From an optimization exercise on the open Yosys and OpenROAD flow, aimed at small area; shortcuts taken in it are not production practice. Function was checked by simulation only, so behaviour that the tests miss may differ from the original. Power and IR drop assume default switching activity.

===== flow/config.mk =====
export PLATFORM = sky130hd
export DESIGN_NAME = risc_core
export DESIGN_NICKNAME = risc_core
export VERILOG_FILES = /design/flow/design.v
export SDC_FILE = /design/flow/constraint.sdc
export NUM_CORES = 4
export LEC_CHECK = 0
export CAP_MARGIN = 20
export CORE_MARGIN = 2
export CORE_UTILIZATION = 40
export SLEW_MARGIN = 20

===== flow/constraint.sdc =====
create_clock -name core_clock -period 13.5 [get_ports {clk}]
set_input_delay 2.7000 -clock core_clock [delete_from_list [all_inputs] [get_ports {clk}]]
set_output_delay 2.7000 -clock core_clock [all_outputs]
set_load 0.01 [all_outputs]

===== flow/design.v =====
module risc_core (
    input  wire        clk,
    input  wire        rst,
    output wire [15:0] imem_addr,
    input  wire [31:0] imem_rdata,
    output wire [15:0] dmem_addr,
    output wire        dmem_we,
    output wire [31:0] dmem_wdata,
    input  wire [31:0] dmem_rdata,
    input  wire [31:0] in_data,
    output wire        in_pop,
    output wire        out_valid,
    output wire [31:0] out_data,
    output wire        halted,
    output wire [2:0]  trap_cause,
    output wire [31:0] trap_info,
    output wire [31:0] pc_out,
    input  wire [4:0]  dbg_addr,
    output wire [31:0] dbg_data
);
    localparam [2:0] S_CLR   = 3'd0,
                     S_FETCH = 3'd1,
                     S_DEC   = 3'd2,
                     S_ALIGN = 3'd3,
                     S_WORD  = 3'd4,
                     S_NPC   = 3'd5,
                     S_HALT  = 3'd6;
    localparam [1:0] Y_SH = 2'd0, Y_REM = 2'd1, Y_PC = 2'd2, Y_ZERO = 2'd3;
    reg [2:0]  state;
    reg [1:0]  sub;
    reg [1:0]  wi;
    reg [4:0]  ph;
    reg [16:0] pc;
    reg [2:0]  cause;
    reg [31:0] rem;
    reg [31:0] q;
    reg [4:0]  sh;
    reg        dsign, asign;
    reg        c_r, ne_r, lt_r, found_r;
    wire [31:0] ir     = imem_rdata;
    wire [6:0]  opcode = ir[6:0];
    wire [4:0]  rd     = ir[11:7];
    wire [2:0]  f3     = ir[14:12];
    wire [4:0]  rs1    = ir[19:15];
    wire [4:0]  rs2    = ir[24:20];
    wire [6:0]  f7     = ir[31:25];
    reg valid;
    reg k_alu, k_cmp, k_sh, k_mul, k_div, k_lw, k_sw, k_br, k_jal, k_jalr, k_lui;
    reg k_ebrk, k_erd, k_ewr;
    reg op_sub, op_and, op_or, op_xor;      
    reg cm_lt, cm_ge, cm_eq;                
    reg sh_l, sh_ra;                        
    reg dv_rem;                             
    wire itype = (opcode == 7'h13) || (opcode == 7'h0B);
    always @* begin
        valid = 1'b0;
        {k_alu, k_cmp, k_sh, k_mul, k_div, k_lw, k_sw, k_br, k_jal, k_jalr, k_lui} = 11'd0;
        {k_ebrk, k_erd, k_ewr} = 3'd0;
        {op_sub, op_and, op_or, op_xor} = 4'd0;
        {cm_lt, cm_ge, cm_eq} = 3'd0;
        {sh_l, sh_ra} = 2'd0;
        dv_rem = 1'b0;
        case (opcode)
            7'h33: begin
                valid = 1'b1;
                case ({f7, f3})
                    {7'h00, 3'd0}: k_alu = 1'b1;
                    {7'h00, 3'd1}: begin k_sh = 1'b1; sh_l = 1'b1; end
                    {7'h00, 3'd2}: begin k_cmp = 1'b1; cm_lt = 1'b1; end
                    {7'h00, 3'd4}: begin k_alu = 1'b1; op_xor = 1'b1; end
                    {7'h00, 3'd5}: k_sh = 1'b1;
                    {7'h00, 3'd6}: begin k_alu = 1'b1; op_or = 1'b1; end
                    {7'h00, 3'd7}: begin k_alu = 1'b1; op_and = 1'b1; end
                    {7'h20, 3'd0}: begin k_alu = 1'b1; op_sub = 1'b1; end
                    {7'h20, 3'd5}: begin k_sh = 1'b1; sh_ra = 1'b1; end
                    {7'h01, 3'd0}: k_mul = 1'b1;
                    {7'h01, 3'd4}: k_div = 1'b1;
                    {7'h01, 3'd6}: begin k_div = 1'b1; dv_rem = 1'b1; end
                    {7'h10, 3'd0}: begin k_cmp = 1'b1; cm_eq = 1'b1; end
                    {7'h10, 3'd1}: k_cmp = 1'b1;
                    {7'h10, 3'd5}: begin k_cmp = 1'b1; cm_ge = 1'b1; end
                    default:       valid = 1'b0;
                endcase
            end
            7'h13: begin
                valid = 1'b1;
                case (f3)
                    3'd0: k_alu = 1'b1;
                    3'd1: begin k_sh = 1'b1; sh_l = 1'b1; valid = (f7 == 7'h00); end
                    3'd2: begin k_cmp = 1'b1; cm_lt = 1'b1; end
                    3'd4: begin k_alu = 1'b1; op_xor = 1'b1; end
                    3'd5: begin
                        k_sh  = 1'b1;
                        sh_ra = (f7 == 7'h20);
                        valid = (f7 == 7'h00) || (f7 == 7'h20);
                    end
                    3'd6: begin k_alu = 1'b1; op_or = 1'b1; end
                    3'd7: begin k_alu = 1'b1; op_and = 1'b1; end
                    default: valid = 1'b0;
                endcase
            end
            7'h0B: begin
                valid = 1'b1;
                case (f3)
                    3'd0: begin k_alu = 1'b1; op_sub = 1'b1; end
                    3'd1: begin k_cmp = 1'b1; cm_eq = 1'b1; end
                    3'd2: k_cmp = 1'b1;
                    3'd3: begin k_cmp = 1'b1; cm_ge = 1'b1; end
                    3'd4: k_mul = 1'b1;
                    3'd5: k_div = 1'b1;
                    3'd6: begin k_div = 1'b1; dv_rem = 1'b1; end
                    default: valid = 1'b0;
                endcase
            end
            7'h03: begin valid = (f3 == 3'd2); k_lw = 1'b1; end
            7'h23: begin valid = (f3 == 3'd2); k_sw = 1'b1; end
            7'h63: begin
                valid = (f3 == 3'd0) || (f3 == 3'd1) || (f3 == 3'd4) || (f3 == 3'd5);
                k_br  = 1'b1;
            end
            7'h67: begin valid = (f3 == 3'd0); k_jalr = 1'b1; end
            7'h6F: begin valid = 1'b1; k_jal = 1'b1; end
            7'h37: begin valid = 1'b1; k_lui = 1'b1; end
            7'h73: begin
                if (ir == 32'h0000_0073) begin
                    valid = 1'b1; k_ebrk = 1'b1;
                end else if (f7 == 7'd1 && ir[24:15] == 10'd0 && f3 == 3'd0) begin
                    valid = 1'b1; k_erd = 1'b1;
                end else if (f7 == 7'd2 && ir[24:20] == 5'd0 && f3 == 3'd0 && rd == 5'd0) begin
                    valid = 1'b1; k_ewr = 1'b1;
                end
            end
            default: valid = 1'b0;
        endcase
    end
    wire [31:0] imm_i = {{20{ir[31]}}, ir[31:20]};
    wire [31:0] imm_s = {{20{ir[31]}}, ir[31:25], ir[11:7]};
    wire [31:0] imm_b = {{20{ir[31]}}, ir[31], ir[7], ir[30:25], ir[11:8]};
    wire [31:0] imm_j = {{12{ir[31]}}, ir[31:12]};
    wire [31:0] imm_u = {ir[31:12], 12'd0};
    wire [31:0] imm   = k_sw  ? imm_s :
                        k_br  ? imm_b :
                        k_jal ? imm_j :
                        k_lui ? imm_u : imm_i;
    wire        clearing = (state == S_CLR);
    reg         wen;      
    reg         wbit;
    wire [31:0] rword [0:31];
    assign rword[0] = 32'd0;
    genvar k;
    generate
        for (k = 1; k < 32; k = k + 1) begin : g_rf
            reg [31:0] r;
            wire we_k = clearing || (wen && rd == k);
            always @(posedge clk)
                r <= {we_k ? (wbit && !clearing) : r[0], r[31:1]};
            assign rword[k] = r;
        end
    endgenerate
    reg         use_rs2;
    wire [4:0]  psel = (state == S_HALT) ? dbg_addr : (use_rs2 ? rs2 : rs1);
    wire [31:0] pm   = rword[psel];
    wire [63:0] pmm  = {pm, pm} << ph;
    wire [31:0] P    = pmm[63:32];
    wire [4:0]  tsel = itype ? rs1 : rs2;
    wire [31:0] tw   = rword[tsel];
    wire        t2   = tw[0];
    reg         ei, ep, ed, eni, xinv, cin, rsel, qld, qin, y0;
    reg  [1:0]  ysel;
    wire [31:0] X = (({32{ei}} & imm) | ({32{ep}} & P) | ({32{ed}} & dmem_rdata) |
                     ({32{eni}} & in_data)) ^ {32{xinv}};
    reg  [31:0] Y;
    always @* begin
        case (ysel)
            Y_SH:    Y = {rem[30:0], y0};
            Y_REM:   Y = rem;
            Y_PC:    Y = {15'd0, pc};
            default: Y = 32'd0;
        endcase
    end
    wire [32:0] sum33 = {1'b0, X} + {1'b0, Y} + {32'd0, cin};
    wire [31:0] S     = sum33[31:0];
    wire        cout  = sum33[32];
    wire        xzero = (X == 32'd0);
    wire        s_oor = (S[31:16] != 16'd0);
    wire [5:0] rsum   = {1'b0, ph} + {1'b0, sh};
    wire [5:0] ldiff  = {1'b0, ph} - {1'b0, sh};
    wire [4:0] tidx   = !k_sh ? ph : (sh_l ? ldiff[4:0] : rsum[4:0]);
    wire       tvalid = !k_sh || (sh_l ? !ldiff[5] : !rsum[5]);
    wire       rt     = tvalid ? rem[tidx] : (sh_ra && rem[31]);
    wire a_b = itype ? t2 : rt;
    wire b_b = itype ? rt : t2;
    wire link = k_jal || k_jalr;
    wire subtract = (k_alu && op_sub) || k_cmp || k_br;
    wire pcb = (ph < 5'd17) ? pc[ph] : 1'b0;
    wire sa  = link ? pcb : a_b;
    wire sb  = link ? 1'b0 : (b_b ^ subtract);
    wire cc  = (ph == 5'd0) ? (subtract || link) : c_r;
    wire ssum  = sa ^ sb ^ cc;
    wire scar  = (sa & sb) | (cc & (sa ^ sb));
    wire alu_bit = op_and ? (a_b & b_b) :
                   op_or  ? (a_b | b_b) :
                   op_xor ? (a_b ^ b_b) : ssum;
    wire ne_c   = ((ph == 5'd0) ? 1'b0 : ne_r) | (a_b ^ b_b);
    wire lt_c   = (a_b & ~b_b) | (~(a_b ^ b_b) & ssum);
    wire cmp_res = cm_lt ? lt_r : cm_ge ? ~lt_r : cm_eq ? ~ne_r : ne_r;
    wire taken   = (f3 == 3'd0) ? ~ne_r : (f3 == 3'd1) ? ne_r :
                   (f3 == 3'd4) ? lt_r : ~lt_r;
    wire neg     = k_div && (dv_rem ? asign : (asign ^ dsign));
    wire found_c = (ph == 5'd0) ? 1'b0 : found_r;
    wire [1:0] wword = k_cmp ? 2'd1 : k_mul ? 2'd1 :
                       k_div ? (dv_rem ? 2'd1 : 2'd2) : 2'd0;
    wire [1:0] lastw = wword;
    reg [2:0] nstate;
    reg [1:0] nsub;
    reg [2:0] ncause;
    reg       pc_we, sh_we, ds_we, as_we;
    reg       r_dmem_we, r_in_pop, r_out_valid;
    always @* begin
        nstate = state; nsub = sub; ncause = cause;
        ei = 1'b0; ep = 1'b0; ed = 1'b0; eni = 1'b0; xinv = 1'b0; cin = 1'b0;
        ysel = Y_REM; y0 = 1'b0; rsel = 1'b0; qld = 1'b0; qin = 1'b0;
        use_rs2 = 1'b0;
        wen = 1'b0; wbit = 1'b0;
        pc_we = 1'b0; sh_we = 1'b0; ds_we = 1'b0; as_we = 1'b0;
        r_dmem_we = 1'b0; r_in_pop = 1'b0; r_out_valid = 1'b0;
        case (state)
            S_CLR: begin
                if (ph == 5'd31) nstate = S_FETCH;
            end
            S_FETCH: begin
                nstate = S_DEC; nsub = 2'd0;
            end
            S_DEC: begin
                nstate = S_ALIGN;
                if (!valid) begin
                    nstate = S_HALT;
                end else if (k_alu || k_cmp || k_br) begin
                    ei = itype; ep = !itype; ysel = Y_ZERO; rsel = 1'b1;
                end else if (k_sh) begin
                    if (sub == 2'd0) begin
                        ei = itype; ep = !itype; use_rs2 = 1'b1; sh_we = 1'b1;
                        nstate = S_DEC; nsub = 2'd1;
                    end else begin
                        ep = 1'b1; ysel = Y_ZERO; rsel = 1'b1;
                    end
                end else if (k_div) begin
                    if (sub == 2'd0) begin
                        ei = itype; ep = !itype; use_rs2 = 1'b1;
                        if (xzero) begin
                            nstate = S_DEC; nsub = 2'd1;
                        end else begin
                            ds_we = 1'b1;
                        end
                    end else begin
                        ysel = Y_PC; rsel = 1'b1;
                        ncause = 3'd4; nstate = S_HALT;
                    end
                end else if (k_lw || k_sw) begin
                    nstate = S_DEC; nsub = sub + 2'd1;
                    case (sub)
                        2'd0: begin ep = 1'b1; ysel = Y_ZERO; rsel = 1'b1; end
                        2'd1: begin
                            ei = 1'b1; ysel = Y_REM; rsel = 1'b1;
                            if (s_oor) begin
                                ncause = k_lw ? 3'd2 : 3'd3; nstate = S_HALT;
                            end else if (k_sw) begin
                                nstate = S_NPC;
                            end
                        end
                        2'd2: ;
                        default: begin ed = 1'b1; ysel = Y_ZERO; rsel = 1'b1; nstate = S_ALIGN; end
                    endcase
                end else if (k_jalr) begin
                    ep = 1'b1; ysel = Y_ZERO; rsel = 1'b1;
                end else if (k_lui) begin
                    ei = 1'b1; ysel = Y_ZERO; rsel = 1'b1;
                end else if (k_erd) begin
                    eni = 1'b1; ysel = Y_ZERO; rsel = 1'b1; r_in_pop = 1'b1;
                end else if (k_ewr) begin
                    r_out_valid = 1'b1; nstate = S_NPC;
                end else if (k_ebrk) begin
                    nstate = S_NPC;
                end
            end
            S_ALIGN: begin
                if (ph == 5'd31) begin
                    nstate = S_WORD;
                    if (k_mul) begin
                        ei = itype; ep = !itype; use_rs2 = 1'b1;
                        ysel = Y_ZERO; qld = 1'b1;           
                    end else if (k_div) begin
                        ep = 1'b1; xinv = P[31]; cin = P[31];
                        ysel = Y_ZERO; qld = 1'b1; as_we = 1'b1;   
                    end
                end
            end
            S_WORD: begin
                if (k_mul && wi == 2'd0) begin
                    ep = q[31]; ysel = Y_SH; rsel = 1'b1;
                end else if (k_div && wi == 2'd0) begin
                    ei = itype; ep = !itype; use_rs2 = 1'b1;
                    xinv = !dsign; cin = !dsign;
                    ysel = Y_SH; y0 = q[31]; rsel = cout; qin = cout;
                end else if (k_div && wi == 2'd1 && !dv_rem) begin
                    ysel = Y_SH; y0 = q[31];
                end
                if (wi == wword && !k_br) begin
                    wen  = 1'b1;
                    wbit = k_alu ? alu_bit :
                           k_cmp ? ((ph == 5'd0) && cmp_res) :
                           link  ? ssum :
                           (rt ^ (neg && found_c));
                end
                if (ph == 5'd31 && wi == lastw) nstate = S_NPC;
            end
            S_NPC: begin
                ysel = Y_PC; cin = 1'b1;
                if (k_br) ei = taken;
                if (k_jal) ei = 1'b1;
                if (k_jalr) begin ei = 1'b1; ysel = Y_REM; cin = 1'b0; end
                if (k_sw) begin r_dmem_we = 1'b1; use_rs2 = 1'b1; end
                pc_we = 1'b1;
                if (k_ebrk) begin
                    nstate = S_HALT;
                end else if (s_oor) begin
                    rsel = 1'b1; ncause = 3'd1; nstate = S_HALT;
                end else begin
                    nstate = S_FETCH;
                end
            end
            default: ;    
        endcase
    end
    always @(posedge clk) begin
        if (rst) begin
            state <= S_CLR;
            ph    <= 5'd0;
            pc    <= 17'd0;
            cause <= 3'd0;
            sub   <= 2'd0;
            wi    <= 2'd0;
        end else begin
            state <= nstate;
            ph    <= ph + 5'd1;
            sub   <= nsub;
            cause <= ncause;
            if (pc_we) pc <= S[16:0];
            if (state == S_WORD && ph == 5'd31) wi <= wi + 2'd1;
            else if (state != S_WORD) wi <= 2'd0;
        end
    end
    always @(posedge clk) begin
        rem <= rsel ? S : Y;
        q   <= qld ? S : {q[30:0], qin};
        if (sh_we) sh <= X[4:0];
        if (ds_we) dsign <= X[31];
        if (as_we) asign <= P[31];
        c_r     <= link ? (pcb & cc) : scar;
        found_r <= found_c | rt;
        if (state == S_WORD && wi == 2'd0) begin
            ne_r <= ne_c;
            if (ph == 5'd31) lt_r <= lt_c;
        end
    end
    assign imem_addr  = pc[15:0];
    assign dmem_addr  = rem[15:0];
    assign dmem_we    = r_dmem_we;
    assign dmem_wdata = P;
    assign in_pop     = r_in_pop;
    assign out_valid  = r_out_valid;
    assign out_data   = P;
    assign halted     = (state == S_HALT);
    assign trap_cause = cause;
    assign trap_info  = rem;
    assign pc_out     = {(cause == 3'd1) ? rem[31:17] : 15'd0, pc};
    assign dbg_data   = P;
endmodule

===== flow/run.sh =====
#!/bin/bash
# synth_recipe.tcl (not shown) runs the flow's synth.tcl, then flattens the netlist and writes it again
# the make line also repeats each setting of config.mk as NAME=value (left out here)
make -C /OpenROAD-flow-scripts/flow DESIGN_CONFIG=/design/flow/config.mk WORK_HOME=/design/flow/orfs CLKGATE_MAP_FILE= SYNTH_SCRIPT=/design/flow/synth_recipe.tcl finish

==> impl_metrics.py, run 1 <==
metrics = {
    "placement": {
        "dp.cells": 6464,
        "hpwlAfterDp_um": 166000,
        "place.gp.congestion": 1.03,
        "dpl_cell_area_um2": 53300,
        "io_buffer_count": 301,
    },
    "clocking": {
        "path_clk_slew_ns": 0.06,
        "cts_tree": "yes",
        "cts_buffer_depth": 3,
        "cts-buffers-inserted": 108,
        "cts.sinks": 1099,
        "cts_root_buffer": "clkbuf_16",
        "clkLatencyLatePin_ns": 0.74,
        "cts_max_level": 3,
        "hold_buffers": 0,
    },
    "yosys": {
        "synth.lib_cells_used.distinct": 117,
        "syn_area_um2": 44100,
        "yosys.area.top_type": "dfxtp_1",
        "netlist_instances": 4351,
        "async_reset_ff_share_pct": 0,
        "synthTopCellsByArea": "dfxtp_1 49%, mux2i_1 4.1%, a21oi_1 2.9%",
        "synth-edff-count": 9,
        "synthFlopType": "dfxtp_1",
        "avgSynthCellArea_um2": 10.1,
        "yosysWarningCount": 1,
        "synthDominantCellAreaShare_pct": 49.5,
        "synth_seq_cells": 1099,
        "seq_area_frac_synth_pct": 50.1,
    },
    "sta": {
        "rsz0062_at_grt": "no",
        "slew_headroom_pct": 18.4,
        "clock_skew_ns": 0.0311,
        "fmax_mhz": 74.9,
        "min_period_over_period_pct": 98.9,
        "finalMaxSlewViolations": 0,
        "setup_viol": 0,
        "finalHoldViolCount": 0,
        "worst_pin_slew_ns": 1.19,
        "min_period_ns": 13.35,
    },
    "global_routing": {
        "antenna_found_initial": 10,
        "grt.total_usage_pct": 36.7,
        "grt_max_degree": 53,
        "gr-total-overflow": 0,
        "grt_pass1_wl_um": 296000,
        "grt_pass1_vias": 39100,
    },
    "drt": {
        "route.met3.wl_um": 23500,
        "wl_met1_um": 88000,
        "wl_met2_um": 90400,
        "route.top_layer_used": "met5",
        "vias": 41200,
        "wl_um": 214000,
        "viasPerCell": 6.16,
        "drc": 0,
        "first_pass_iters": 6,
        "drt_first_iter_violations": 5383,
        "ant_nets": 0,
        "wl_per_cell_um": 32.1,
    },
    "worst_setup_path": {
        "critPathArrivalTime_ns": 10.65,
        "critPathMaxFanout": 9,
        "slowest_delay_ns": 0.91,
        "ff2ff_path_depth": 40,
        "crit_path_frequent_cell": "buf_4",
        "crit_chain": "clkdlybuf4s50_1 -> or3_1 -> or4_1 -> or4_4 -> nand4b_2 -> o211ai_4 -> buf_4 -> mux2i_4 -> buf_4 -> a211oi_4 -> buf_4 -> buf_4 -> a221oi_1 -> o22a_1 -> o2111ai_1 -> nor4_2 -> a31oi_1 -> mux2i_1 -> buf_4 -> mux4_2 -> mux2i_1 -> clkdlybuf4s50_1",
        "critPathSlowestCell": "mux2i_1",
        "cp.required_ns": 10.80,
        "end_kind": "output pin",
        "path_class": "input pin to output pin",
        "startpoint_type": "input pin",
    },
    "worst_hold_path": {
        "whs_path_depth": 0,
        "hold_class": "flop to flop",
    },
    "die": {
        "io_pins": 302,
        "core_area_um2": 109000,
        "initial_core_util_pct": 40.4,
        "die_y_um": 336,
        "dieArea_um2": 113000,
        "fp.dieW_um": 336,
        "std_cell_rows": 121,
    },
    "run": {
        "cap_violations": 0,
    },
    "outcome": {
        "status": "finished clean",
    },
    "finish": {
        "layout_common_cells": "1,086 x dfxtp_1, 685 x buf_4, 303 x nand2_1, 300 x clkdlybuf4s50_1, 255 x a21oi_1",
        "final_common_cell": "dfxtp_1",
        "area_growth_pct": 30.0,
        "nets": 5261,
        "layout-drive-gt1-share_pct": 22.9,
        "fin_cells": 6681,
        "fin_area_um2": 57300,
    },
    "pwr": {
        "p_per_area_nw_per_um2": 130,
        "peakVddDrop_v": 0.000112,
        "leakage_nw": 22.4,
    },
}
path summary, 6_finish.rpt:
path | start | endpoint | slack [ns]
setup / recovery | imem_rdata[13] | dbg_data[30] | 0.15
hold / removal | g_rf[31].r[5] | g_rf[31].r[4] | 0.33
setup reg to reg | state[0] | rem[1] | 1.69
hold reg to reg | g_rf[31].r[5] | g_rf[31].r[4] | 0.33
repair_timing:
action / in CTS / in global routing
setup endpoints to repair: 0 / 35
setup buffers: 0 / 2
gates resized for setup: 0 / 7
critical path: cells and delay by family:
kind	cells	cell delay (ns)
buffers and inverters	7	2.26
AOI/OAI and AO/OA	6	1.97
muxes	4	1.87
and+or+nand+nor	5	1.82
logic make-up (layout without fill, tap and decap cells):
logic type                 after synthesis  after routing  synth area share (%)
AOI/OAI and AO/OA                     1277           1277                  20.5
xor gates and xnor gates                61             61                  1.23
adders and majority gates               58             58                  1.71
buffers and inverters                  446           1289                  4.96
DFF                                   1099           1099                  50.1
muxes                                  344            344                  9.13
other                                    0             11                     0
and+or+nand+nor                       1066           1066                  12.4
synthesized netlist by cell type, types with 25 or more instances:
cell	count
dfxtp_1	1090
nor4_1	47
and3_1	51
a221oi_1	37
nand2_1	305
and2_1	47
a21oi_1	256
ha_1	54
o22ai_1	32
mux2_4	29
buf_2	71
nand2b_1	27
o21ai_0	220
a22oi_1	145
nor2b_1	25
nor3_1	77
a211oi_1	47
nor2_1	162
inv_1	47
xnor2_1	45
a22o_1	61
buf_1	30
a32oi_1	46
nand3_1	176
a21o_1	29
mux2i_1	181
mux2_2	108
clkbuf_1	183
a221o_1	32
a2111oi_0	33
a31oi_1	46
o211ai_1	29
buf_4	105
nand4_1	43
o2111ai_1	35
metal layers:
| metal | vias up | global-route usage, % |
|---|---|---|
| met5 | - | 0 |
| met4 | 6 | 18.6 |
| met3 | 637 | 9.35 |
| met2 | 2827 | 54.5 |
| met1 | 20000 | 49.4 |
| li1 | 17700 | - |
cell type report:
| type | instances | area [µm²] |
|---|---|---|
| Antenna cell | 11 | 27.5 |
| Multi-Input combinational cell | 2806 | 20200 |
| Sequential cell | 1099 | 22100 |
| Inverter | 53 | 199 |
| Fill cell | 9849 | 51800 |
| Timing Repair Buffer | 1032 | 9070 |
| Clock buffer | 145 | 3040 |
| Tap cell | 1476 | 1850 |
| Clock inverter | 59 | 860 |
where the power goes:
| part | switching (mW) | total, mW | internal [mW] |
|---|---|---|---|
| sequential | 0.0256 | 3.29 | 3.27 |
| combinational | 0.517 | 0.873 | 0.356 |
| clock | 1.39 | 3.28 | 1.89 |
| total | 1.93 | 7.45 | 5.52 |
metrics by stage:
step                setup TNS, ns  total power [mW]  utilization, %  hold WS (ns)  setup WS (ns)
detailed placement          -9.58              4.20            48.9         0.329         -0.350
CTS                             0              7.43            52.4         0.328          0.193
floorplan                       0              3.75               -         0.323           1.29
global route                    0              7.61            52.5         0.338         0.0419
finish                          0              7.45            52.5         0.332          0.153
global placement           -25.35              4.20            48.9         0.327         -0.729
registers in the layout (all words and copies together), names as in the netlist, 2 cells and up:
name    cells
wi          2
rem        32
cause       3
sub         2
ph          5
q          32
state       3
sh          5
g_rf.r    992
pc         17
==> inputs of run 2 (changes only) <==
--- a/flow/design.v
+++ b/flow/design.v
@@ -1,2 +1,34 @@
+module risc_port_mux (
+    input  wire [991:0] rf,
+    input  wire [4:0]   sel,
+    output wire [31:0]  m
+);
+    wire [31:0] oh = 32'd1 << sel;
+    genvar j, k;
+    generate
+        for (j = 0; j < 32; j = j + 1) begin : g_bit
+            wire [30:0] col;
+            for (k = 1; k < 32; k = k + 1) begin : g_reg
+                assign col[k-1] = rf[32*k-32+j];
+            end
+            risc_port_slice u_slice (.d(col), .oh(oh[31:1]), .y(m[j]));
+        end
+    endgenerate
+endmodule
+module risc_port_slice (
+    input  wire [30:0] d,
+    input  wire [30:0] oh,
+    output wire        y
+);
+    assign y = |(d & oh);
+endmodule
+module risc_port_rot (
+    input  wire [31:0] m,
+    input  wire [4:0]  ph,
+    output wire [31:0] p
+);
+    wire [63:0] mm = {m, m} << ph;
+    assign p = mm[63:32];
+endmodule
 module risc_core (
     input  wire        clk,
@@ -25,5 +57,6 @@
                      S_WORD  = 3'd4,
                      S_NPC   = 3'd5,
-                     S_HALT  = 3'd6;
+                     S_HALT  = 3'd6,
+                     S_PRE   = 3'd7;
     localparam [1:0] Y_SH = 2'd0, Y_REM = 2'd1, Y_PC = 2'd2, Y_ZERO = 2'd3;
     reg [2:0]  state;
@@ -36,4 +69,5 @@
     reg [31:0] q;
     reg [4:0]  sh;
+    reg [4:0]  psel_r;    
     reg        dsign, asign;
     reg        c_r, ne_r, lt_r, found_r;
@@ -147,4 +181,5 @@
     reg         wbit;
     wire [31:0] rword [0:31];
+    wire [991:0] rf_flat;
     assign rword[0] = 32'd0;
     genvar k;
@@ -156,14 +191,13 @@
                 r <= {we_k ? (wbit && !clearing) : r[0], r[31:1]};
             assign rword[k] = r;
+            assign rf_flat[32*k-32 +: 32] = r;
         end
     endgenerate
-    reg         use_rs2;
-    wire [4:0]  psel = (state == S_HALT) ? dbg_addr : (use_rs2 ? rs2 : rs1);
-    wire [31:0] pm   = rword[psel];
-    wire [63:0] pmm  = {pm, pm} << ph;
-    wire [31:0] P    = pmm[63:32];
-    wire [4:0]  tsel = itype ? rs1 : rs2;
-    wire [31:0] tw   = rword[tsel];
-    wire        t2   = tw[0];
+    wire [4:0]  psel = (state == S_HALT) ? dbg_addr : psel_r;
+    wire [31:0] P;
+    wire [31:0] pm;
+    risc_port_mux u_pmux (.rf(rf_flat), .sel(psel), .m(pm));
+    risc_port_rot u_prot (.m(pm), .ph(ph), .p(P));
+    wire        t2   = pm[0];
     reg         ei, ep, ed, eni, xinv, cin, rsel, qld, qin, y0;
     reg  [1:0]  ysel;
@@ -221,5 +255,4 @@
         ei = 1'b0; ep = 1'b0; ed = 1'b0; eni = 1'b0; xinv = 1'b0; cin = 1'b0;
         ysel = Y_REM; y0 = 1'b0; rsel = 1'b0; qld = 1'b0; qin = 1'b0;
-        use_rs2 = 1'b0;
         wen = 1'b0; wbit = 1'b0;
         pc_we = 1'b0; sh_we = 1'b0; ds_we = 1'b0; as_we = 1'b0;
@@ -229,5 +262,6 @@
                 if (ph == 5'd31) nstate = S_FETCH;
             end
-            S_FETCH: begin
+            S_FETCH: nstate = S_PRE;
+            S_PRE: begin
                 nstate = S_DEC; nsub = 2'd0;
             end
@@ -240,5 +274,5 @@
                 end else if (k_sh) begin
                     if (sub == 2'd0) begin
-                        ei = itype; ep = !itype; use_rs2 = 1'b1; sh_we = 1'b1;
+                        ei = itype; ep = !itype; sh_we = 1'b1;
                         nstate = S_DEC; nsub = 2'd1;
                     end else begin
@@ -247,5 +281,5 @@
                 end else if (k_div) begin
                     if (sub == 2'd0) begin
-                        ei = itype; ep = !itype; use_rs2 = 1'b1;
+                        ei = itype; ep = !itype;
                         if (xzero) begin
                             nstate = S_DEC; nsub = 2'd1;
@@ -288,5 +322,5 @@
                     nstate = S_WORD;
                     if (k_mul) begin
-                        ei = itype; ep = !itype; use_rs2 = 1'b1;
+                        ei = itype; ep = !itype;
                         ysel = Y_ZERO; qld = 1'b1;           
                     end else if (k_div) begin
@@ -300,5 +334,5 @@
                     ep = q[31]; ysel = Y_SH; rsel = 1'b1;
                 end else if (k_div && wi == 2'd0) begin
-                    ei = itype; ep = !itype; use_rs2 = 1'b1;
+                    ei = itype; ep = !itype;
                     xinv = !dsign; cin = !dsign;
                     ysel = Y_SH; y0 = q[31]; rsel = cout; qin = cout;
@@ -320,5 +354,5 @@
                 if (k_jal) ei = 1'b1;
                 if (k_jalr) begin ei = 1'b1; ysel = Y_REM; cin = 1'b0; end
-                if (k_sw) begin r_dmem_we = 1'b1; use_rs2 = 1'b1; end
+                if (k_sw) r_dmem_we = 1'b1;
                 pc_we = 1'b1;
                 if (k_ebrk) begin
@@ -333,4 +367,14 @@
         endcase
     end
+    wire [4:0] ph_n = ph + 5'd1;
+    wire [1:0] wi_n = (state == S_WORD && ph == 5'd31) ? wi + 2'd1 :
+                      (state != S_WORD) ? 2'd0 : wi;
+    wire rs2_n = (state == S_PRE && (k_sh || k_div)) ||
+                 (k_mul && ph_n == 5'd31 && (state == S_DEC || state == S_ALIGN)) ||
+                 (k_div && ((state == S_ALIGN && ph == 5'd31) ||
+                            (state == S_WORD && wi == 2'd0 && ph != 5'd31))) ||
+                 (k_sw && state == S_DEC && sub == 2'd1) ||
+                 ((k_alu || k_cmp || k_br) && !itype &&
+                  ((state == S_ALIGN && ph == 5'd31) || state == S_WORD));
     always @(posedge clk) begin
         if (rst) begin
@@ -353,4 +397,5 @@
     always @(posedge clk) begin
         rem <= rsel ? S : Y;
+        psel_r <= rs2_n ? rs2 : rs1;
         q   <= qld ? S : {q[30:0], qin};
         if (sh_we) sh <= X[4:0];
--- a/flow/config.mk
+++ b/flow/config.mk
@@ -8,4 +8,9 @@
 export CAP_MARGIN = 20
 export CORE_MARGIN = 2
-export CORE_UTILIZATION = 40
+export CORE_UTILIZATION = 45
+export CTS_BUF_LIST = sky130_fd_sc_hd__clkbuf_8
+export CTS_CLUSTER_DIAMETER = 60
+export CTS_CLUSTER_SIZE = 16
+export GPL_TIMING_DRIVEN = 0
 export SLEW_MARGIN = 20
+export SYNTH_HIERARCHICAL = 1
==> impl_metrics.py, run 2 <==
metrics = {
    "outcome": {
        "status": "finished clean",
    },
    "sta": {
        "finalMaxSlewViolations": 0,
        "min_period_over_period_pct": 98.1,
        "rsz0062_at_grt": "no",
        "worst_pin_slew_ns": 1.22,
        "fin_ws_ns": 0.252,
        "fmax_mhz": 75.5,
        "finalHoldViolCount": 0,
        "timing.hold.ws_ns": 0.321,
        "clock_skew_ns": 0.0887,
        "finalSetupTns_ns": 0,
        "min_period_ns": 13.25,
        "slew_headroom_pct": 18.8,
        "setup_viol": 0,
    },
    "yosys": {
        "yosysMostFrequentCell": "dfxtp_1",
        "syn_area_um2": 40700,
        "yosys.area.top_type": "dfxtp_1",
        "yosysWarningCount": 7,
        "synthDominantCellAreaShare_pct": 53.9,
        "synth_seq_cells": 1104,
        "synthFlopType": "dfxtp_1",
        "synth.lib_cells_used.distinct": 97,
        "avgSynthCellArea_um2": 11.3,
        "synth_common_cells": "1,095 x dfxtp_1, 397 x a22oi_1, 164 x nand2_1",
        "synth-edff-count": 9,
        "synthTopCellsByArea": "dfxtp_1 54%, a22oi_1 7.3%, mux2_2 2.8%",
        "async_reset_ff_share_pct": 0,
        "seq_area_frac_synth_pct": 54.5,
        "netlist_instances": 3590,
    },
    "clocking": {
        "cts_max_level": 3,
        "cts-buffers-inserted": 87,
        "path_clk_slew_ns": 0.09,
        "cts_tree": "yes",
        "clkLatencyLatePin_ns": 0.76,
        "cts_root_buffer": "clkbuf_8",
        "cts_buffer_depth": 3,
        "cts.sinks": 1104,
    },
    "finish": {
        "reg.largest.list": "g_rf.r: 992 flops, q: 32 flops, rem: 32 flops",
        "area_growth_pct": 17.4,
        "final_common_cell": "dfxtp_1",
        "layout_common_cells": "1,095 x dfxtp_1, 397 x a22oi_1, 297 x clkdlybuf4s50_1, 163 x nand2_1, 119 x nor2_1",
        "regMostFlops": "g_rf.r",
        "utilization_pct": 53.1,
        "nets": 4173,
        "largest_reg_flops": 992,
        "fin_area_um2": 47800,
        "layout-drive-gt1-share_pct": 13.8,
        "fin_cells": 5216,
    },
    "placement": {
        "dpl_cell_area_um2": 46200,
        "hpwlAfterDp_um": 109000,
        "place.gp.congestion": 1.04,
        "dp.cells": 5096,
        "dp_slack_ns": -2.32,
        "io_buffer_count": 297,
    },
    "die": {
        "io_pins": 302,
        "core_area_um2": 89900,
        "fp.dieW_um": 305,
        "initial_core_util_pct": 45.3,
        "dieArea_um2": 92900,
        "die_y_um": 305,
        "std_cell_rows": 110,
    },
    "drt": {
        "vias": 31400,
        "viasPerCell": 6.03,
        "wl_um": 142000,
        "drt_first_iter_violations": 3107,
        "ant_nets": 0,
        "first_pass_iters": 10,
        "drc": 0,
        "wl_per_cell_um": 27.2,
    },
    "global_routing": {
        "gr-total-overflow": 0,
        "antenna_found_initial": 5,
        "grt_pass1_wl_um": 208000,
        "grt_max_degree": 33,
        "grt_pass1_vias": 30900,
        "grt.total_usage_pct": 30.0,
    },
    "worst_setup_path": {
        "ff2ff_path_depth": 37,
        "critPathSlowestCell": "or4_1",
        "ff2ff_setup_slack_ns": 1.20,
        "cp.required_ns": 14.12,
        "path_class": "input pin to flop",
        "critPathArrivalTime_ns": 13.87,
        "critPathMaxFanout": 19,
        "r2r_start": "state[0]",
        "slowest_delay_ns": 0.76,
        "r2r_end": "rem[4]",
        "end_kind": "flop",
        "startpoint_type": "input pin",
    },
    "pwr": {
        "leakage_nw": 18.3,
        "p_per_area_nw_per_um2": 120,
        "peakVddDrop_v": 0.000107,
        "power.total_mw": 5.74,
    },
    "worst_hold_path": {
        "min_from": "g_rf[22].r[29]",
        "hold_class": "flop to flop",
        "hold_path_end": "g_rf[22].r[28]",
        "whs_path_depth": 0,
    },
    "run": {
        "cap_violations": 0,
    },
}
==> run 2: cell types whose count changed in the layout (fill, tap and decap cells not counted), sizes merged, moves of 62 or more <==
cell / delta
buf: -543
a22oi: +252
o21ai: -144
a21oi: -142
nand2: -142
mux2i: -101
nand3: -68
nand4: +65
a222oi: +62
==> run 2: cell families (layout without fill, tap and decap cells) <==
logic type / count (synthesis) / count (layout) / share of synthesized area, %
flip-flops: 1104 / 1104 / 54.5
AO/OA/AOI/OAI: 983 / 983 / 18.5
AND/OR/NAND/NOR: 826 / 826 / 10.8
buffers and inverters: 303 / 749 / 4.02
multiplexers: 249 / 249 / 8.82
XOR/XNOR: 65 / 65 / 1.40
adder cells (fa/ha/maj): 60 / 60 / 1.94
other: 0 / 4 / 0
==> run 2: Yosys stat by module (local to each module, per instance) <==
| module | flops+latches | cell area, µm² |
|---|---|---|
| risc_core | 1104 | 33500 |
| risc_port_rot | 0 | 2050 |
| risc_port_mux | 0 | 210 |
| risc_port_slice | 0 | 154 |
==> run 2: critical path: cells and delay by family <==
family	cells	cell delay, ns
multiplexers	5	2.32
AND/OR/NAND/NOR	14	4.12
AO/OA/AOI/OAI	6	1.92
adder cells (fa/ha/maj)	2	0.66
buffers and inverters	7	2.06
==> run 2: report_power, final <==
part,total [mW],switching (mW),internal [mW]
clock network,1.72,1.08,0.634
logic,0.631,0.385,0.246
registers,3.39,0.0595,3.33
total,5.74,1.53,4.21
==> run 2: cell type report <==
class,count,area (µm²)
clock buffers,88,1210
clock inverters,27,309
flip-flops and latches,1104,22200
well taps,1176,1470
repair buffers,334,3760
inverters,54,203
fillers,8013,42100
multi-input cells,2183,17200
plain buffers,246,1440
diodes,4,10.0
==> run 2: what timing repair did <==
action                     in CTS  in global routing
gates resized for setup        11                  8
buffers inserted                4                  0
setup endpoints to repair      38                 33
pin swaps                       1                  0
hold buffers                    0                  0
==> run 2: worst max-delay path by stage <==
stage                 from     end  slack (ns)  cells after the start
6_report       dbg_addr[4]  rem[4]        0.25                     34
5_1_grt        dbg_addr[4]  rem[4]        0.04                     34
4_1_cts        dbg_addr[3]  rem[0]        0.03                     34
3_5_place_dp   dbg_addr[3]  rem[8]       -2.32                     34
3_3_place_gp   dbg_addr[4]  rem[0]       -2.90                     32
2_1_floorplan  dbg_addr[0]  rem[0]        1.87                     35
==> run 2: per-layer routing <==
metal,up-vias,GRT usage [%],wire length (µm)
met5,-,0.310,0
li1,14600,-,-
met3,378,4.72,8670
met4,0,20.4,10800
met1,15100,37.1,58000
met2,1355,48.3,64400
==> inputs of run 3 (changes only) <==
==> flow/flow/run.sh (new file) <==
#!/bin/bash
# The standard layout (standard.sh, all ORFS steps) with these changes,
# made through ORFS's own variables:
#  - the buffers Yosys/ABC inserted are removed at floorplan (repair_design
#    re-buffers what needs it);
#  - ports are buffered with sky130_fd_sc_hd__buf_1 instead of the default
#    delay buffer;
#  - CTS clusters up to 20 sinks per clkbuf_16 and inserts no dummy loads.
# The output of the whole run goes to standard.log in the work folder; ORFS
# writes each step's log under orfs/logs/.
set -euo pipefail
export REMOVE_ABC_BUFFERS=1
export BUFFER_PORTS_ARGS="-buffer_cell sky130_fd_sc_hd__buf_1"
export CTS_ARGS="-sink_clustering_enable -repair_clock_nets -dont_use_dummy_load -buf_list sky130_fd_sc_hd__clkbuf_16 -sink_clustering_size 20 -sink_clustering_max_diameter 50"
bash standard.sh > standard.log 2>&1
==> flow/standard.sh (new file) <==
#!/bin/bash
# synth_recipe.tcl (not shown) runs the flow's synth.tcl, then flattens the netlist and writes it again
# the make line also repeats each setting of config.mk as NAME=value (left out here)
make -C /OpenROAD-flow-scripts/flow DESIGN_CONFIG=/design/flow/config.mk WORK_HOME=/design/flow/orfs CLKGATE_MAP_FILE= SYNTH_SCRIPT=/design/flow/synth_recipe.tcl "${@:-finish}"
--- a/flow/config.mk
+++ b/flow/config.mk
@@ -9,7 +9,4 @@
 export CORE_MARGIN = 2
 export CORE_UTILIZATION = 45
-export CTS_BUF_LIST = sky130_fd_sc_hd__clkbuf_8
-export CTS_CLUSTER_DIAMETER = 60
-export CTS_CLUSTER_SIZE = 16
 export GPL_TIMING_DRIVEN = 0
 export SLEW_MARGIN = 20
removed: flow/run.sh
==> impl_metrics.py, run 3 <==
metrics = {
    "worst_setup_path": {
        "end_kind": "flop",
        "critPathMaxFanout": 25,
        "critPathSlowestCell": "or4_1",
        "crit_path_frequent_cell": "mux2_2",
        "startpoint_type": "input pin",
        "path_class": "input pin to flop",
        "slowest_delay_ns": 0.77,
        "ff2ff_setup_slack_ns": 1.27,
        "critPathArrivalTime_ns": 13.56,
        "cp.required_ns": 13.98,
    },
    "yosys": {
        "synth_compound_area_share_pct": 18.5,
        "synth-edff-count": 9,
        "yosysWarningCount": 7,
        "synthXorXnorAreaFrac_pct": 1.40,
        "synth_seq_cells": 1104,
        "async_reset_ff_share_pct": 0,
        "synth_top_family_by_area": "compound AO/OA/AOI/OAI gates",
        "synth_common_cells": "1,095 x dfxtp_1, 397 x a22oi_1, 164 x nand2_1",
        "synthMuxAreaShare_pct": 8.82,
        "syn_area_um2": 40700,
        "synthFlopType": "dfxtp_1",
        "synth.lib_cells_used.distinct": 97,
        "seq_area_frac_synth_pct": 54.5,
        "yosysMostFrequentCell": "dfxtp_1",
        "synthDominantCellAreaShare_pct": 53.9,
        "synth-simple-area-share_pct": 10.8,
        "avgSynthCellArea_um2": 11.3,
        "synthAdderAreaFrac_pct": 1.94,
        "synthTopCellsByArea": "dfxtp_1 54%, a22oi_1 7.3%, mux2_2 2.8%",
        "netlist_instances": 3590,
        "yosys.area.top_type": "dfxtp_1",
    },
    "drt": {
        "vias": 30900,
        "drc": 0,
        "wl_um": 129000,
        "ant_nets": 0,
        "viasPerCell": 6.20,
        "first_pass_iters": 9,
        "drt_first_iter_violations": 3487,
        "wl_per_cell_um": 25.9,
    },
    "placement": {
        "hpwlAfterDp_um": 97500,
        "io_buffer_count": 301,
        "place.gp.congestion": 1.01,
        "dp_slack_ns": -0.0190,
        "dp.cells": 4879,
    },
    "sta": {
        "slew_headroom_pct": 16.9,
        "finalMaxSlewViolations": 0,
        "fin_ws_ns": 0.415,
        "fmax_mhz": 76.4,
        "rsz0062_at_grt": "no",
        "min_period_ns": 13.09,
        "clock_skew_ns": 0.0965,
        "timing.hold.ws_ns": 0.303,
        "worst_pin_slew_ns": 1.25,
        "min_period_over_period_pct": 96.9,
        "finalHoldViolCount": 0,
        "setup_viol": 0,
    },
    "pwr": {
        "p_comb_share_pct": 8.7,
        "peakVddDrop_v": 0.000117,
        "power.total_mw": 6.24,
        "netSwitchingFraction_pct": 24.1,
        "seqPwrFrac_pct": 54.6,
        "cellInternalPower_mw": 4.74,
        "p_per_area_nw_per_um2": 136,
        "p_sw_mw": 1.50,
        "leakage_nw": 17.3,
        "clockPowerShare_pct": 36.8,
    },
    "die": {
        "std_cell_rows": 110,
        "fp.dieW_um": 305,
        "io_pins": 302,
        "dieArea_um2": 92900,
        "core_area_um2": 89900,
        "die_y_um": 305,
        "initial_core_util_pct": 45.3,
    },
    "finish": {
        "regMostFlops": "g_rf.r",
        "utilization_pct": 51.1,
        "reg.largest.list": "g_rf.r: 992 flops, q: 32 flops, rem: 32 flops",
        "final_common_cell": "dfxtp_1",
        "nets": 3964,
        "layout_common_cells": "1,090 x dfxtp_1, 397 x a22oi_1, 299 x buf_1, 163 x nand2_1, 117 x nor2_1",
        "layout-drive-gt1-share_pct": 11.5,
        "area_growth_pct": 12.8,
        "fin_cells": 4980,
        "largest_reg_flops": 992,
    },
    "clocking": {
        "cts_tree": "yes",
        "cts_resized": 0,
        "cts_root_buffer": "clkbuf_16",
        "clkLatencyLatePin_ns": 0.68,
        "cts_max_level": 3,
        "cts.sinks": 1104,
        "cts-buffers-inserted": 94,
        "hold_buffers": 0,
        "path_clk_slew_ns": 0.07,
        "postCtsSetupBuffers": 0,
        "cts_buffer_depth": 3,
    },
    "global_routing": {
        "grt_pass1_wl_um": 192000,
        "grt_max_degree": 41,
        "gr-total-overflow": 0,
        "grt.total_usage_pct": 27.2,
        "grt_pass1_vias": 29500,
        "antenna_found_initial": 17,
    },
    "worst_hold_path": {
        "hold_class": "flop to flop",
    },
    "outcome": {
        "status": "finished clean",
    },
    "run": {
        "cap_violations": 0,
    },
}
run 3: cell counts after synthesis:
Identical to the previous run, type by type.
run 3: layer usage:
layer,track usage (%),routed length (µm),up-vias
li1,-,-,14100
met1,34.4,53300,15000
met2,43.1,58500,1365
met3,4.55,8380,351
met4,17.3,8990,2
met5,0,19,-
run 3: path summary, 6_finish.rpt:
kind                       start        endpoint  depth (start not counted)
setup / recovery     dbg_addr[0]          rem[0]                         30
hold / removal    g_rf[23].r[19]  g_rf[23].r[18]                          0
setup reg to reg        state[0]          rem[0]                         31
hold reg to reg   g_rf[23].r[19]  g_rf[23].r[18]                          0
run 3: cells by family (layout without fill, tap and decap cells):
| group | Yosys count | count (layout) |
|---|---|---|
| compound gates | 983 | 983 |
| other cells | 0 | 5 |
| simple gates | 826 | 826 |
| mux | 249 | 249 |
| fa+ha+maj | 60 | 60 |
| flops | 1104 | 1104 |
| buf+inv | 303 | 512 |
| xor+xnor | 65 | 65 |
run 3: layout make-up:
| cell class | count | area (µm²) |
|---|---|---|
| Timing Repair Buffer | 364 | 2380 |
| Multi-Input combinational cell | 2183 | 17300 |
| Antenna cell | 5 | 12.5 |
| Inverter | 54 | 203 |
| Sequential cell | 1104 | 22200 |
| Fill cell | 7997 | 44000 |
| Tap cell | 1176 | 1470 |
| Clock buffer | 94 | 2350 |
run 3: critical path: cells and delay by family:
kind / cells / cell delay, ns
compound gates: 10 / 3.93
simple gates: 8 / 2.59
mux: 5 / 2.28
buf+inv: 4 / 0.64
xor+xnor: 1 / 0.62
fa+ha+maj: 2 / 0.71
run 3: Yosys stat by module (local to each module, per instance):
module / times used / flip-flops and latches / cells inside / cell area (µm²)
risc_port_mux: 1 / 0 / 46 / 210
risc_core: 1 / 1104 / 2788 / 33500
risc_port_slice: 32 / 0 / 20 / 154
risc_port_rot: 1 / 0 / 116 / 2050
run 3: power groups by stage:
stage          Combinational [mW]  Clock, mW  Sequential (mW)
5_1_grt                     0.576       2.47             3.41
3_3_place_gp                0.491          0             3.48
2_1_floorplan               0.287          0             3.46
6_report                    0.541       2.29             3.40
4_1_cts                     0.531       2.34             3.40
3_5_place_dp                0.529          0             3.47
run 3: through the flow:
step,setup TNS [ns],instance area (µm²)
3_5_place_dp,-0.0521,43500
6_report,0,45900
3_3_place_gp,-318.84,41900
5_1_grt,0,45900
2_1_floorplan,0,39300
4_1_cts,0,45900
==> inputs of run 4 (changes only) <==
--- a/flow/design.v
+++ b/flow/design.v
@@ -200,5 +200,5 @@
     risc_port_rot u_prot (.m(pm), .ph(ph), .p(P));
     wire        t2   = pm[0];
-    reg         ei, ep, ed, eni, xinv, cin, rsel, qld, qin, y0;
+    reg         ei, ep, ed, eni, xinv, cin, rclr, qld, qin, y0;
     reg  [1:0]  ysel;
     wire [31:0] X = (({32{ei}} & imm) | ({32{ep}} & P) | ({32{ed}} & dmem_rdata) |
@@ -218,8 +218,7 @@
     wire        xzero = (X == 32'd0);
     wire        s_oor = (S[31:16] != 16'd0);
-    wire [5:0] rsum   = {1'b0, ph} + {1'b0, sh};
-    wire [5:0] ldiff  = {1'b0, ph} - {1'b0, sh};
-    wire [4:0] tidx   = !k_sh ? ph : (sh_l ? ldiff[4:0] : rsum[4:0]);
-    wire       tvalid = !k_sh || (sh_l ? !ldiff[5] : !rsum[5]);
+    wire [5:0] tsum   = {1'b0, ph} + {1'b0, sh ^ {5{sh_l}}} + {5'd0, sh_l};
+    wire [4:0] tidx   = k_sh ? tsum[4:0] : ph;
+    wire       tvalid = !k_sh || (tsum[5] == sh_l);
     wire       rt     = tvalid ? rem[tidx] : (sh_ra && rem[31]);
     wire a_b = itype ? t2 : rt;
@@ -243,6 +242,5 @@
     wire neg     = k_div && (dv_rem ? asign : (asign ^ dsign));
     wire found_c = (ph == 5'd0) ? 1'b0 : found_r;
-    wire [1:0] wword = k_cmp ? 2'd1 : k_mul ? 2'd1 :
-                       k_div ? (dv_rem ? 2'd1 : 2'd2) : 2'd0;
+    wire [1:0] wword = k_cmp ? 2'd1 : k_mul ? 2'd1 : k_div ? 2'd2 : 2'd0;
     wire [1:0] lastw = wword;
     reg [2:0] nstate;
@@ -254,5 +252,5 @@
         nstate = state; nsub = sub; ncause = cause;
         ei = 1'b0; ep = 1'b0; ed = 1'b0; eni = 1'b0; xinv = 1'b0; cin = 1'b0;
-        ysel = Y_REM; y0 = 1'b0; rsel = 1'b0; qld = 1'b0; qin = 1'b0;
+        ysel = Y_REM; y0 = 1'b0; rclr = 1'b0; qld = 1'b0; qin = 1'b0;
         wen = 1'b0; wbit = 1'b0;
         pc_we = 1'b0; sh_we = 1'b0; ds_we = 1'b0; as_we = 1'b0;
@@ -271,5 +269,5 @@
                     nstate = S_HALT;
                 end else if (k_alu || k_cmp || k_br) begin
-                    ei = itype; ep = !itype; ysel = Y_ZERO; rsel = 1'b1;
+                    ei = itype; ep = !itype; ysel = Y_ZERO;
                 end else if (k_sh) begin
                     if (sub == 2'd0) begin
@@ -277,5 +275,5 @@
                         nstate = S_DEC; nsub = 2'd1;
                     end else begin
-                        ep = 1'b1; ysel = Y_ZERO; rsel = 1'b1;
+                        ep = 1'b1; ysel = Y_ZERO;
                     end
                 end else if (k_div) begin
@@ -288,5 +286,5 @@
                         end
                     end else begin
-                        ysel = Y_PC; rsel = 1'b1;
+                        ysel = Y_PC;
                         ncause = 3'd4; nstate = S_HALT;
                     end
@@ -294,7 +292,7 @@
                     nstate = S_DEC; nsub = sub + 2'd1;
                     case (sub)
-                        2'd0: begin ep = 1'b1; ysel = Y_ZERO; rsel = 1'b1; end
+                        2'd0: begin ep = 1'b1; ysel = Y_ZERO; end
                         2'd1: begin
-                            ei = 1'b1; ysel = Y_REM; rsel = 1'b1;
+                            ei = 1'b1; ysel = Y_REM;
                             if (s_oor) begin
                                 ncause = k_lw ? 3'd2 : 3'd3; nstate = S_HALT;
@@ -304,12 +302,12 @@
                         end
                         2'd2: ;
-                        default: begin ed = 1'b1; ysel = Y_ZERO; rsel = 1'b1; nstate = S_ALIGN; end
+                        default: begin ed = 1'b1; ysel = Y_ZERO; nstate = S_ALIGN; end
                     endcase
                 end else if (k_jalr) begin
-                    ep = 1'b1; ysel = Y_ZERO; rsel = 1'b1;
+                    ep = 1'b1; ysel = Y_ZERO;
                 end else if (k_lui) begin
-                    ei = 1'b1; ysel = Y_ZERO; rsel = 1'b1;
+                    ei = 1'b1; ysel = Y_ZERO;
                 end else if (k_erd) begin
-                    eni = 1'b1; ysel = Y_ZERO; rsel = 1'b1; r_in_pop = 1'b1;
+                    eni = 1'b1; ysel = Y_ZERO; r_in_pop = 1'b1;
                 end else if (k_ewr) begin
                     r_out_valid = 1'b1; nstate = S_NPC;
@@ -323,8 +321,8 @@
                     if (k_mul) begin
                         ei = itype; ep = !itype;
-                        ysel = Y_ZERO; qld = 1'b1;           
+                        ysel = Y_ZERO; qld = 1'b1; rclr = 1'b1;   
                     end else if (k_div) begin
                         ep = 1'b1; xinv = P[31]; cin = P[31];
-                        ysel = Y_ZERO; qld = 1'b1; as_we = 1'b1;   
+                        ysel = Y_ZERO; qld = 1'b1; rclr = 1'b1; as_we = 1'b1;   
                     end
                 end
@@ -332,11 +330,14 @@
             S_WORD: begin
                 if (k_mul && wi == 2'd0) begin
-                    ep = q[31]; ysel = Y_SH; rsel = 1'b1;
+                    ep = q[31]; ysel = Y_SH;
                 end else if (k_div && wi == 2'd0) begin
                     ei = itype; ep = !itype;
-                    xinv = !dsign; cin = !dsign;
-                    ysel = Y_SH; y0 = q[31]; rsel = cout; qin = cout;
+                    xinv = dsign ^ !rem[31]; cin = dsign ^ !rem[31];
+                    ysel = Y_SH; y0 = q[31]; qin = !S[31];
                 end else if (k_div && wi == 2'd1 && !dv_rem) begin
-                    ysel = Y_SH; y0 = q[31];
+                    ysel = Y_SH; y0 = q[31];             
+                end else if (k_div && wi == 2'd1 && ph == 5'd0) begin
+                    ei = itype && rem[31]; ep = !itype && rem[31];
+                    xinv = dsign && rem[31]; cin = dsign && rem[31];
                 end
                 if (wi == wword && !k_br) begin
@@ -359,5 +360,5 @@
                     nstate = S_HALT;
                 end else if (s_oor) begin
-                    rsel = 1'b1; ncause = 3'd1; nstate = S_HALT;
+                    ncause = 3'd1; nstate = S_HALT;
                 end else begin
                     nstate = S_FETCH;
@@ -373,5 +374,5 @@
                  (k_mul && ph_n == 5'd31 && (state == S_DEC || state == S_ALIGN)) ||
                  (k_div && ((state == S_ALIGN && ph == 5'd31) ||
-                            (state == S_WORD && wi == 2'd0 && ph != 5'd31))) ||
+                            (state == S_WORD && wi == 2'd0))) ||
                  (k_sw && state == S_DEC && sub == 2'd1) ||
                  ((k_alu || k_cmp || k_br) && !itype &&
@@ -396,5 +397,5 @@
     end
     always @(posedge clk) begin
-        rem <= rsel ? S : Y;
+        rem <= rclr ? 32'd0 : S;
         psel_r <= rs2_n ? rs2 : rs1;
         q   <= qld ? S : {q[30:0], qin};
==> flow/flow/run.sh (replaced) <==
#!/bin/bash
# The standard layout (standard.sh, all ORFS steps) with these changes,
# made through ORFS's own variables:
#  - the buffers Yosys/ABC inserted are removed at floorplan (repair_design
#    re-buffers what needs it);
#  - ports are buffered with sky130_fd_sc_hd__buf_1 instead of the default
#    delay buffer;
#  - CTS clusters up to 16 sinks per clkbuf_8 and inserts no dummy loads.
# The output of the whole run goes to standard.log in the work folder; ORFS
# writes each step's log under orfs/logs/.
set -euo pipefail
export REMOVE_ABC_BUFFERS=1
export BUFFER_PORTS_ARGS="-buffer_cell sky130_fd_sc_hd__buf_1"
export CTS_ARGS="-sink_clustering_enable -repair_clock_nets -dont_use_dummy_load -buf_list sky130_fd_sc_hd__clkbuf_8 -sink_clustering_size 16 -sink_clustering_max_diameter 60"
bash standard.sh > standard.log 2>&1
--- a/flow/config.mk
+++ b/flow/config.mk
@@ -9,4 +9,7 @@
 export CORE_MARGIN = 2
 export CORE_UTILIZATION = 45
+export CTS_BUF_LIST = sky130_fd_sc_hd__clkbuf_8
+export CTS_CLUSTER_DIAMETER = 60
+export CTS_CLUSTER_SIZE = 16
 export GPL_TIMING_DRIVEN = 0
 export SLEW_MARGIN = 20
==> impl_metrics.py, run 4 <==
metrics = {
    "die": {
        "std_cell_rows": 108,
        "die_y_um": 301,
        "core_area_um2": 87200,
        "fp.dieW_um": 301,
        "io_pins": 302,
        "initial_core_util_pct": 45.6,
        "dieArea_um2": 90700,
    },
    "sta": {
        "finalMaxSlewViolations": 0,
        "fin_ws_ns": 0.413,
        "rsz0062_at_grt": "no",
        "worst_pin_slew_ns": 1.26,
        "min_period_over_period_pct": 96.9,
        "finalHoldViolCount": 0,
        "slew_headroom_pct": 15.6,
        "setup_viol": 0,
        "clock_skew_ns": 0.107,
        "fmax_mhz": 76.4,
        "min_period_ns": 13.09,
    },
    "worst_setup_path": {
        "critPathTopFamily": "simple AND/OR/NAND/NOR gates",
        "critPathSlowestCell": "or4_1",
        "critPathMaxFanout": 23,
        "critPathArrivalTime_ns": 13.62,
        "crit_buf_inv": 3,
        "startpoint_type": "input pin",
        "path_class": "input pin to flop",
        "cp.required_ns": 14.04,
        "slowest_delay_ns": 0.86,
        "end_kind": "flop",
    },
    "placement": {
        "hpwlAfterDp_um": 92200,
        "place.gp.congestion": 0.988,
        "io_buffer_count": 301,
        "dp_slack_ns": -0.188,
    },
    "yosys": {
        "yosysMostFrequentCell": "dfxtp_1",
        "yosysWarningCount": 7,
        "synthDominantCellAreaShare_pct": 55.2,
        "synthTopCellsByArea": "dfxtp_1 55%, a22oi_1 8.0%, mux4_2 2.7%",
        "synth.lib_cells_used.distinct": 105,
        "synth_common_cells": "1,095 x dfxtp_1, 421 x a22oi_1, 184 x nor2_1",
        "synth-edff-count": 9,
        "synth_seq_cells": 1104,
        "synth_compound_area_share_pct": 18.7,
        "synth_top_family_by_area": "compound AO/OA/AOI/OAI gates",
        "yosys.area.top_type": "dfxtp_1",
        "synth-simple-area-share_pct": 10.4,
        "netlist_instances": 3484,
        "async_reset_ff_share_pct": 0,
        "synthFlopType": "dfxtp_1",
        "syn_area_um2": 39700,
        "avgSynthCellArea_um2": 11.4,
        "seq_area_frac_synth_pct": 55.8,
        "synthAdderAreaFrac_pct": 1.74,
        "synthXorXnorAreaFrac_pct": 1.54,
        "synthMuxAreaShare_pct": 7.99,
    },
    "drt": {
        "wl_um": 121000,
        "first_pass_iters": 10,
        "vias": 29000,
        "wl_per_cell_um": 25.0,
        "viasPerCell": 5.98,
        "drt_first_iter_violations": 2939,
        "drc": 0,
        "ant_nets": 0,
    },
    "clocking": {
        "cts_tree": "yes",
        "path_clk_slew_ns": 0.10,
        "cts_max_level": 3,
        "cts.sinks": 1104,
        "clkLatencyLatePin_ns": 0.74,
        "cts-buffers-inserted": 87,
        "hold_buffers": 0,
        "cts_root_buffer": "clkbuf_8",
        "cts_buffer_depth": 3,
    },
    "finish": {
        "layout-drive-gt1-share_pct": 10.5,
        "reg.largest.list": "g_rf.r: 992 flops, q: 32 flops, rem: 32 flops",
        "final_common_cell": "dfxtp_1",
        "area_growth_pct": 9.75,
        "utilization_pct": 50.0,
        "regMostFlops": "g_rf.r",
        "fillers": 7938,
        "nets": 3849,
        "layout_common_cells": "1,090 x dfxtp_1, 421 x a22oi_1, 298 x buf_1, 164 x nand2_1, 151 x nor2_1",
        "largest_reg_flops": 992,
    },
    "pwr": {
        "cellInternalPower_mw": 4.26,
        "p_comb_share_pct": 8.9,
        "netSwitchingFraction_pct": 25.3,
        "p_per_area_nw_per_um2": 131,
        "leakage_nw": 16.1,
        "seqPwrFrac_pct": 64.1,
        "clockPowerShare_pct": 27.1,
        "peakVddDrop_v": 0.0000721,
        "p_sw_mw": 1.44,
    },
    "run": {
        "cap_violations": 0,
    },
    "global_routing": {
        "grt_pass1_vias": 27700,
        "grt_pass1_wl_um": 179000,
        "grt_max_degree": 66,
        "grt.total_usage_pct": 26.2,
        "antenna_found_initial": 3,
        "gr-total-overflow": 0,
    },
    "outcome": {
        "status": "finished clean",
    },
    "worst_hold_path": {
        "hold_class": "flop to flop",
    },
}
## run 4: cell count changes in the layout (fill, tap and decap cells not counted), sizes merged, moves of 23 or more
cell,previous run,this run
a222oi,71,35
a22oi,397,421
a32oi,26,0
mux2,100,75
mux2i,80,51
nand2b,40,17
nor2,151,185
o21ai,92,127
## run 4: power groups by stage
stage                     combinational, mW  clock [mW]  sequential, mW
final                                 0.507        1.54            3.65
after global routing                  0.542        1.72            3.68
after CTS                             0.498        1.59            3.65
after detailed placement              0.496           0            3.72
after global placement                0.464           0            3.73
after floorplan                       0.269           0            3.69
## run 4: logic make-up (layout without fill, tap and decap cells)
kind of cell    Yosys count  count (layout)
flops                  1104            1104
simple gates            792             792
mux                     202             202
fa+ha+maj                53              53
compound gates         1003            1003
buf+inv                 265             472
other cells               0               5
xor+xnor                 65              65
## run 4: metal layers
metal | up-vias | global-route usage, % | wire length (µm)
met1 | 13800 | 32.7 | 50000
met5 | - | 0 | 0
met4 | 0 | 16.2 | 8300
met3 | 360 | 4.54 | 8210
met2 | 1239 | 42.2 | 54900
li1 | 13600 | - | -
## run 4: through the flow
| step | instances | hold WS, ns | power, mW | TNS [ns] | area (µm²) |
|---|---|---|---|---|---|
| after global routing | 4849 | 0.288 | 5.94 | 0 | 43600 |
| after CTS | 4846 | 0.285 | 5.74 | 0 | 43600 |
| after detailed placement | 4759 | 0.335 | 4.21 | -0.555 | 42400 |
| after floorplan | 3254 | 0.330 | 3.96 | 0 | 38400 |
| after global placement | 4710 | 0.334 | 4.19 | -9.71 | 40900 |
| final | 4851 | 0.289 | 5.70 | 0 | 43600 |
## run 4: final timing paths
path / startpoint / end / slack (ns) / cells after the start
worst max-delay path: dbg_addr[0] / state[0] / 0.41 / 32
worst min-delay path: g_rf[13].r[7] / g_rf[13].r[6] / 0.29 / 0
worst max register to register: state[2] / state[0] / 1.04 / 32
worst min register to register: g_rf[13].r[7] / g_rf[13].r[6] / 0.29 / 0
## run 4: final cells by class
type / count / area, µm² / area share, %
well taps: 1155 / 1450 / 3.31
inverters: 35 / 131 / 0.301
diodes: 5 / 12.5 / 0.0287
multi-input cells: 2115 / 16400 / 37.6
clock buffers: 87 / 1200 / 2.75
repair buffers: 350 / 2250 / 5.15
flip-flops and latches: 1104 / 22200 / 50.9
## run 4: per-module statistics from Yosys, one instance, submodules excluded
module | times used | flip-flops and latches
risc_core | 1 | 1104
risc_port_rot | 1 | 0
risc_port_mux | 1 | 0
risc_port_slice | 32 | 0
## run 4: timing repair
item                       CTS  global route
buffers inserted             0             0
setup endpoints to repair    0             1
gates resized for setup      0             1

re-timing with driven ports:
The flow's constraints put no driver on any port. The routed layouts listed below were extracted and timed again, unchanged, in two steps. Step 1 (the two cells are an assumption about what drives the block):
set clk [get_ports {clk}]
set_driving_cell -lib_cell sky130_fd_sc_hd__clkbuf_16 $clk
set_driving_cell -lib_cell sky130_fd_sc_hd__buf_2 [delete_from_list [all_inputs] $clk]
Step 2, shift: input delay + t, output delay - t, t = (earliest + latest rising clock arrival at the registers) / 2. This alone moves slack from input paths to output paths. a / b / c = ideal / step 1 / step 2; a / b = the first two.
| run | t, ns | setup slack, ns | latest minus earliest clock arrival (ns) | worst slew at a driven data input, ns |
|---|---|---|---|---|
| run 1 | 0.796 | 0.153 / 0.126 / -0.459 | 0.034 / 0.033 | 0.10 |
| run 2 | 0.778 | 0.252 / 0.277 / -0.501 | 0.088 / 0.088 | 0.08 |
| run 3 | 0.694 | 0.415 / 0.458 / -0.235 | 0.096 / 0.097 | 0.13 |
| run 4 | 0.751 | 0.413 / 0.438 / -0.313 | 0.107 / 0.108 | 0.08 |
Met with ideal ports but missed after step 2: setup timing in every run listed. For run 2, which loses most, drivers alone change the setup slack by +0.025 ns; drivers and shift together by -0.753 ns.
